This is an optimization exercise on Yosys and OpenROAD, whose aim is small area, a short achievable clock period and few clock cycles per item, not a production implementation. Where RTL was checked, it was by simulation tests only, not by an equivalence proof against the original. Power and IR drop assume default switching activity.

==> flow/design.v (excerpt) <==
module motor_ui_core (
    input  wire        clk,
    input  wire        rst,             
    input  wire        op_valid,
    input  wire [15:0] op_word,
    output wire        op_ready,
    output reg         done,
    output reg  [15:0] result,
    output reg         refused,
    output wire [3:0]  col_drive,
    output reg  [13:0] duty_hb,
    output reg  [13:0] duty_boost,
    output reg  [13:0] duty_buck,
    output reg         pwm_out_en,
    output wire [31:0] rpm,
    output reg         running,
    output reg         vth,
    output reg  [16:0] sp_volt,
    output reg  [16:0] sp_speed,
    output reg  [16:0] sp_max,
    output reg  [1:0]  cur_row,
    output reg  [2:0]  cur_col,
    output reg  [19:0] dig_buf,         
    output reg         digit_entered
);
For scale: roughly 3600 cells after synthesis, ~450 flip-flops, roughly 200 I/O pins, about 27000 µm² of cells after synthesis.
==> flow/config.mk <==
export PLATFORM = sky130hd
export DESIGN_NAME = motor_ui_core
export DESIGN_NICKNAME = motor_ui_core
export VERILOG_FILES = /design/flow/design.v
export SDC_FILE = /design/flow/constraint.sdc
export NUM_CORES = 4
export LEC_CHECK = 0
export ABC_AREA = 1
export CAP_MARGIN = 20
export CORE_MARGIN = 2
export CORE_UTILIZATION = 40
export SETUP_SLACK_MARGIN = 5
export SLEW_MARGIN = 20
==> flow/constraint.sdc <==
create_clock -name core_clock -period 10.0 [get_ports {clk}]
set_input_delay 2.0000 -clock core_clock [delete_from_list [all_inputs] [get_ports {clk}]]
set_output_delay 2.0000 -clock core_clock [all_outputs]
set_load 0.01 [all_outputs]
run.sh (not shown) runs the stock make flow with config.mk's settings and CLKGATE_MAP_FILE= SYNTH_SCRIPT=/design/flow/synth_recipe.tcl, a recipe that flattens the netlist after the stock synthesis.
Testbench counts at the start, summed over its fixed seeds: cycles 24,821, ops 24,000.
Change:
--- a/flow/design.v
+++ b/flow/design.v
@@ -173,18 +173,14 @@
     reg  [3:0]  s_b;                    
     reg  [11:0] s_r;                    
     reg  [11:0] s_hr;                   
     reg  [3:0]  s_ev;                   
     integer     ri;
     always @* begin
-        case (scol)
-            2'd0:    begin s_b = hb[3:0];   s_r = hr[11:0];  end
-            2'd1:    begin s_b = hb[7:4];   s_r = hr[23:12]; end
-            2'd2:    begin s_b = hb[11:8];  s_r = hr[35:24]; end
-            default: begin s_b = hb[15:12]; s_r = hr[47:36]; end
-        endcase
+        s_b = hb[3:0];
+        s_r = hr[11:0];
         for (ri = 0; ri < 4; ri = ri + 1) begin
             s_ev[ri] = (ib_lo[ri] != s_b[ri]) && (s_r[3*ri +: 3] == 3'd7);
             s_hr[3*ri +: 3] = (ib_lo[ri] != s_b[ri]) ? 3'd1 :
                               ((s_r[3*ri +: 3] == 3'd7) ? 3'd7 : s_r[3*ri +: 3] + 3'd1);
         end
     end
@@ -297,18 +293,14 @@
         if (exec)
             refused <= ib_ref;
         if (exec && ib_pop)
             result <= pop_slot[5] ? {6'd0, 1'b1, pop_slot[4], KEYMAP[8*pop_slot[3:0] +: 8]} : 16'd0;
         if (exec) begin
             if (ib_scan) begin
-                case (scol)
-                    2'd0: begin hb[3:0]   <= ib_lo; hr[11:0]  <= s_hr; end
-                    2'd1: begin hb[7:4]   <= ib_lo; hr[23:12] <= s_hr; end
-                    2'd2: begin hb[11:8]  <= ib_lo; hr[35:24] <= s_hr; end
-                    default: begin hb[15:12] <= ib_lo; hr[47:36] <= s_hr; end
-                endcase
+                hb <= {ib_lo, hb[15:4]};
+                hr <= {s_hr, hr[47:12]};
                 if (w1) begin
                     if (qin) qs1 <= d1;
                     else     qs0 <= d1;
                 end
                 if (w2) begin
                     if (qin) qs0 <= d2;
The new run produced a clean layout. Utilization is about the same. Area after synthesis goes up by 0.67%. Worst hold slack gets better by 8.8 ps. Non-clock buffer count goes down by 7. Sequential power is about the same. Worst setup slack gets better by 170 ps. Global-route usage goes down by 0.13 points. Cell count goes up by 2.0%. Routed wire length goes up by 0.89%. Via count goes up by 0.94%. Register-to-register slack gets better by 420 ps. Synthesized cell count goes up by about 2.8%.
The RTL of the second run of this note was laid out without a check of its function.


main:
motor_ui_core, a different RTL version from the one above (not shown whole).
Size: roughly 3400 cells after synthesis, about 200 I/O pins, about 24000 µm² of cells after synthesis.
// motor_ui_core
module motor_ui_core (
    input  wire        clk,
    input  wire        rst,             
    input  wire        op_valid,
    input  wire [15:0] op_word,
    output wire        op_ready,
    output reg         done,
    output reg  [15:0] result,
    output reg         refused,
    output wire [3:0]  col_drive,
    output reg  [13:0] duty_hb,
    output reg  [13:0] duty_boost,
    output reg  [13:0] duty_buck,
    output reg         pwm_out_en,
    output wire [31:0] rpm,
    output reg         running,
    output reg         vth,
    output reg  [16:0] sp_volt,
    output reg  [16:0] sp_speed,
    output reg  [16:0] sp_max,
    output reg  [1:0]  cur_row,
    output reg  [2:0]  cur_col,
    output reg  [19:0] dig_buf,         
    output reg         digit_entered
);
    localparam [16:0] BATT_CV   = 17'd900;
    localparam [16:0] CEIL_CV   = 17'd2400;
    localparam [13:0] DUTY_FULL = 14'd10000;
    localparam [23:0] EP_MAX    = 24'hFFFFFF;
    reg [15:0] hb;
    reg [47:0] hr;
    reg [3:0]  col_oh;                  
    reg [5:0]  qs0, qs1;                
    reg        qin, qout;
    reg        sp_state;                
    reg [23:0] ep;                      
    reg        ep_small;                
    reg [22:0] rpm_r;
    reg        vlow_r, vhigh_r, mzero_r;    
    assign col_drive = col_oh;
    assign rpm       = {9'd0, rpm_r};
    reg       ib_v;                     
    reg       ib_scan, ib_speed, ib_ctrl, ib_edge, ib_pop, ib_reset, ib_ref;
    reg       ib_kdig, ib_kup, ib_kdn, ib_klt, ib_krt, ib_kcom, ib_kstar;
    reg [3:0] ib_lo;                    
    reg       ib_above;                 
    reg       ib_sa;                    
    reg       ready_r;                  
  ...
==> flow/config.mk <==
export PLATFORM = sky130hd
export DESIGN_NAME = motor_ui_core
export DESIGN_NICKNAME = motor_ui_core
export VERILOG_FILES = /design/flow/design.v
export SDC_FILE = /design/flow/constraint.sdc
export NUM_CORES = 4
export LEC_CHECK = 0
export ABC_AREA = 1
export CAP_MARGIN = 20
export CORE_MARGIN = 2
export CORE_UTILIZATION = 40
export CTS_BUF_LIST = sky130_fd_sc_hd__clkbuf_8
export CTS_CLUSTER_SIZE = 30
export SLEW_MARGIN = 20
==> flow/constraint.sdc <==
create_clock -name core_clock -period 10.0 [get_ports {clk}]
set_input_delay 2.0000 -clock core_clock [delete_from_list [all_inputs] [get_ports {clk}]]
set_output_delay 2.0000 -clock core_clock [all_outputs]
set_load 0.01 [all_outputs]
standard.sh (not shown) runs the stock make flow with config.mk's settings and CLKGATE_MAP_FILE= SYNTH_SCRIPT=/design/flow/synth_recipe.tcl, a recipe that flattens the netlist after the stock synthesis.
==> flow/flow/run.sh <==
#!/bin/bash
set -euo pipefail
args=()
while IFS= read -r line; do
  [[ -z "$line" || "$line" == \#* ]] && continue
  args+=("$line")
done < flow/make_args.txt
bash standard.sh "${args[@]}" finish > layout_make.log 2>&1
==> flow/flow/make_args.txt <==
SETUP_SLACK_MARGIN=6.2
BUFFER_PORTS_ARGS=-buffer_cell sky130_fd_sc_hd__buf_2
Relative to main, the following input files were edited for the feature branch:
-- flow/design.v --
<<< main, line 48
    assign col_drive = col_oh;
    assign rpm       = {9'd0, rpm_r};
    reg       ib_v;                     
    reg       ib_scan, ib_speed, ib_ctrl, ib_edge, ib_pop, ib_reset, ib_ref;
>>> the feature branch, line 48
    assign col_drive = col_oh;
    assign rpm       = {9'd0, rpm_r};
    reg        a_v;                     
    reg [15:0] a_w;
    reg       ib_v;                     
    reg       ib_scan, ib_speed, ib_ctrl, ib_edge, ib_pop, ib_reset, ib_ref;
<<< main, line 60
    assign op_ready = ready_r;
    wire accept = op_valid && ready_r && !rst;
    wire move   = accept;
    wire [3:0] opc   = op_word[15:12];
    wire       z11_0 = (op_word[11:0] == 12'd0);
    wire [7:0] code  = op_word[7:0];
    wire       d_scan  = (opc == 4'h1) && (op_word[11:4] == 8'd0);
    wire       d_speed = (opc == 4'h2);
    wire       d_ctrl  = (opc == 4'h3) && z11_0;
    wire       d_edge  = (opc == 4'h4) && z11_0;
    wire       d_pop   = (opc == 4'h5) && z11_0;
    wire       d_key   = (opc == 4'h6) && (op_word[11:8] == 4'd0);
    wire       d_reset = (opc == 4'h7) && z11_0;
    wire       d_ref   = !(d_scan | d_speed | d_ctrl | d_edge | d_pop | d_key | d_reset);
>>> the feature branch, line 62
    assign op_ready = ready_r;
    wire accept = op_valid && ready_r && !rst;
    wire b_free = !ib_v || exec;
    wire move   = a_v && b_free;        
    wire [3:0] opc   = a_w[15:12];
    wire       z11_0 = (a_w[11:0] == 12'd0);
    wire [7:0] code  = a_w[7:0];
    wire       d_scan  = (opc == 4'h1) && (a_w[11:4] == 8'd0);
    wire       d_speed = (opc == 4'h2);
    wire       d_ctrl  = (opc == 4'h3) && z11_0;
    wire       d_edge  = (opc == 4'h4) && z11_0;
    wire       d_pop   = (opc == 4'h5) && z11_0;
    wire       d_key   = (opc == 4'h6) && (a_w[11:8] == 4'd0);
    wire       d_reset = (opc == 4'h7) && z11_0;
    wire       d_ref   = !(d_scan | d_speed | d_ctrl | d_edge | d_pop | d_key | d_reset);
<<< main, line 79
    wire       d_kcom  = d_key && (code == 8'h23);
    wire       d_kstar = d_key && (code == 8'h2A);
    wire       d_above = (op_word[11:0] >= 12'd1229);
    localparam [1:0] DU_IDLE = 2'd0, DU_RPM = 2'd1, DU_BG = 2'd2;
    reg  [1:0]  du_st;
>>> the feature branch, line 82
    wire       d_kcom  = d_key && (code == 8'h23);
    wire       d_kstar = d_key && (code == 8'h2A);
    wire       d_above = (a_w[11:0] >= 12'd1229);
    localparam [1:0] DU_IDLE = 2'd0, DU_RPM = 2'd1, DU_BG = 2'd2;
    reg  [1:0]  du_st;
<<< main, line 194
    wire rd_last    = (du_st == DU_RPM) && (du_cnt == 5'd0);
    always @* rd_start = do_reset_i || do_speed || (exec && rising);
    reg ib_v_n, n_sa, n_ctrl, n_kcom;
    reg running_n, vhigh_n, mzero_n;
    reg sp_state_n, ep_small_n, rd_ok_n, bb_ok_n, hb_ok_n, cv_ok_n, go_n;
    always @* begin
        ib_v_n = move || (ib_v && !exec);
        n_sa   = move ? (d_speed && d_above) : ib_sa;
>>> the feature branch, line 197
    wire rd_last    = (du_st == DU_RPM) && (du_cnt == 5'd0);
    always @* rd_start = do_reset_i || do_speed || (exec && rising);
    reg a_v_n, ib_v_n, n_sa, n_ctrl, n_kcom;
    reg running_n, vhigh_n, mzero_n;
    reg sp_state_n, ep_small_n, rd_ok_n, bb_ok_n, hb_ok_n, cv_ok_n, go_n;
    always @* begin
        a_v_n  = accept || (a_v && !move);
        ib_v_n = move || (ib_v && !exec);
        n_sa   = move ? (d_speed && d_above) : ib_sa;
<<< main, line 236
        rst_q <= rst;
        if (rst) begin
            ib_v    <= 1'b0;
            ready_r <= 1'b1;
>>> the feature branch, line 240
        rst_q <= rst;
        if (rst) begin
            a_v     <= 1'b0;
            ib_v    <= 1'b0;
            ready_r <= 1'b1;
<<< main, line 241
            exec    <= 1'b0;
        end else begin
            ib_v    <= ib_v_n;
            ready_r <= !ib_v_n || go_n;
            go_r    <= go_n;
            exec    <= ib_v_n && go_n;
        end
        if (move) begin
            ib_scan  <= d_scan;
>>> the feature branch, line 246
            exec    <= 1'b0;
        end else begin
            a_v     <= a_v_n;
            ib_v    <= ib_v_n;
            ready_r <= !a_v_n || !ib_v_n || go_n;
            go_r    <= go_n;
            exec    <= ib_v_n && go_n;
        end
        if (accept)
            a_w <= op_word;
        if (move) begin
            ib_scan  <= d_scan;
<<< main, line 261
            ib_kcom  <= d_kcom;
            ib_kstar <= d_kstar;
            ib_lo    <= op_word[3:0];
            ib_above <= d_above;
            ib_sa    <= d_speed && d_above;
>>> the feature branch, line 269
            ib_kcom  <= d_kcom;
            ib_kstar <= d_kstar;
            ib_lo    <= a_w[3:0];
            ib_above <= d_above;
            ib_sa    <= d_speed && d_above;
==> comparison <==
- Both conditions hold for the feature branch: the flow ran to the end and the final layout passed the timing, design-rule and antenna checks.
- The run showing the smaller highest attainable clock frequency is main.
- The feature branch contains fewer vias than main.
- Where violation count after the first detailed-routing iteration is concerned, main is outperformed by the feature branch.
- Met2 routed wirelength: higher on main
- The final cell count was comparable across main and the feature branch.
- On area added between synthesis and finish, the higher figure sits with the feature branch, not main.
- Total power of the feature branch exceeds that of main by more than 10%.
- Critical path depth ended up 11 higher on the feature branch than on main.
- From main to the feature branch the numbers moved as follows: clock skew rose 4.2 ps; aggregate global-route resource usage saw a decrease; XOR/XNOR share of the synthesized area held steady; netlist area before placement now sits higher.
Testbench counts of the feature branch, summed over its fixed seeds: cycles 24,865, ops 24,000.
The RTL of main was laid out without a check of its function.

[what the ideal ports hide]
The flow's constraints put no driver on any port. The routed layouts listed below were extracted and timed again, unchanged, in two steps.
Step 1 assumes that a clkbuf_16 drives the clock port and a buf_2 every other input.
Step 2 also shifts input and output timing later by t, the mid clock arrival at the registers, as if the neighbouring blocks saw the same clock.
a / b / c = ideal ports / drivers / drivers and shift; a / b = the first two.
run | shift t [ns] | slack for setup (ns) | worst setup path at the end | worst slew at a driven data input, ns
the first run of note 1 | 0.669 | 5.951 / 5.888 / 5.524 | input to register | 0.03
the second run of note 1 | 0.677 | 6.117 / 6.057 / 5.804 | input to register | 0.09
main | 0.703 | 6.426 / 6.426 / 6.009 | input to register | 0.05
the feature branch | 0.720 | 6.529 / 6.529 / 6.380 | input to register | 0.03
After both steps setup and hold are still met in every run listed. The setup slack of the first run of note 1, which loses most, moves by -0.063 ns with the drivers and by -0.427 ns with both steps.
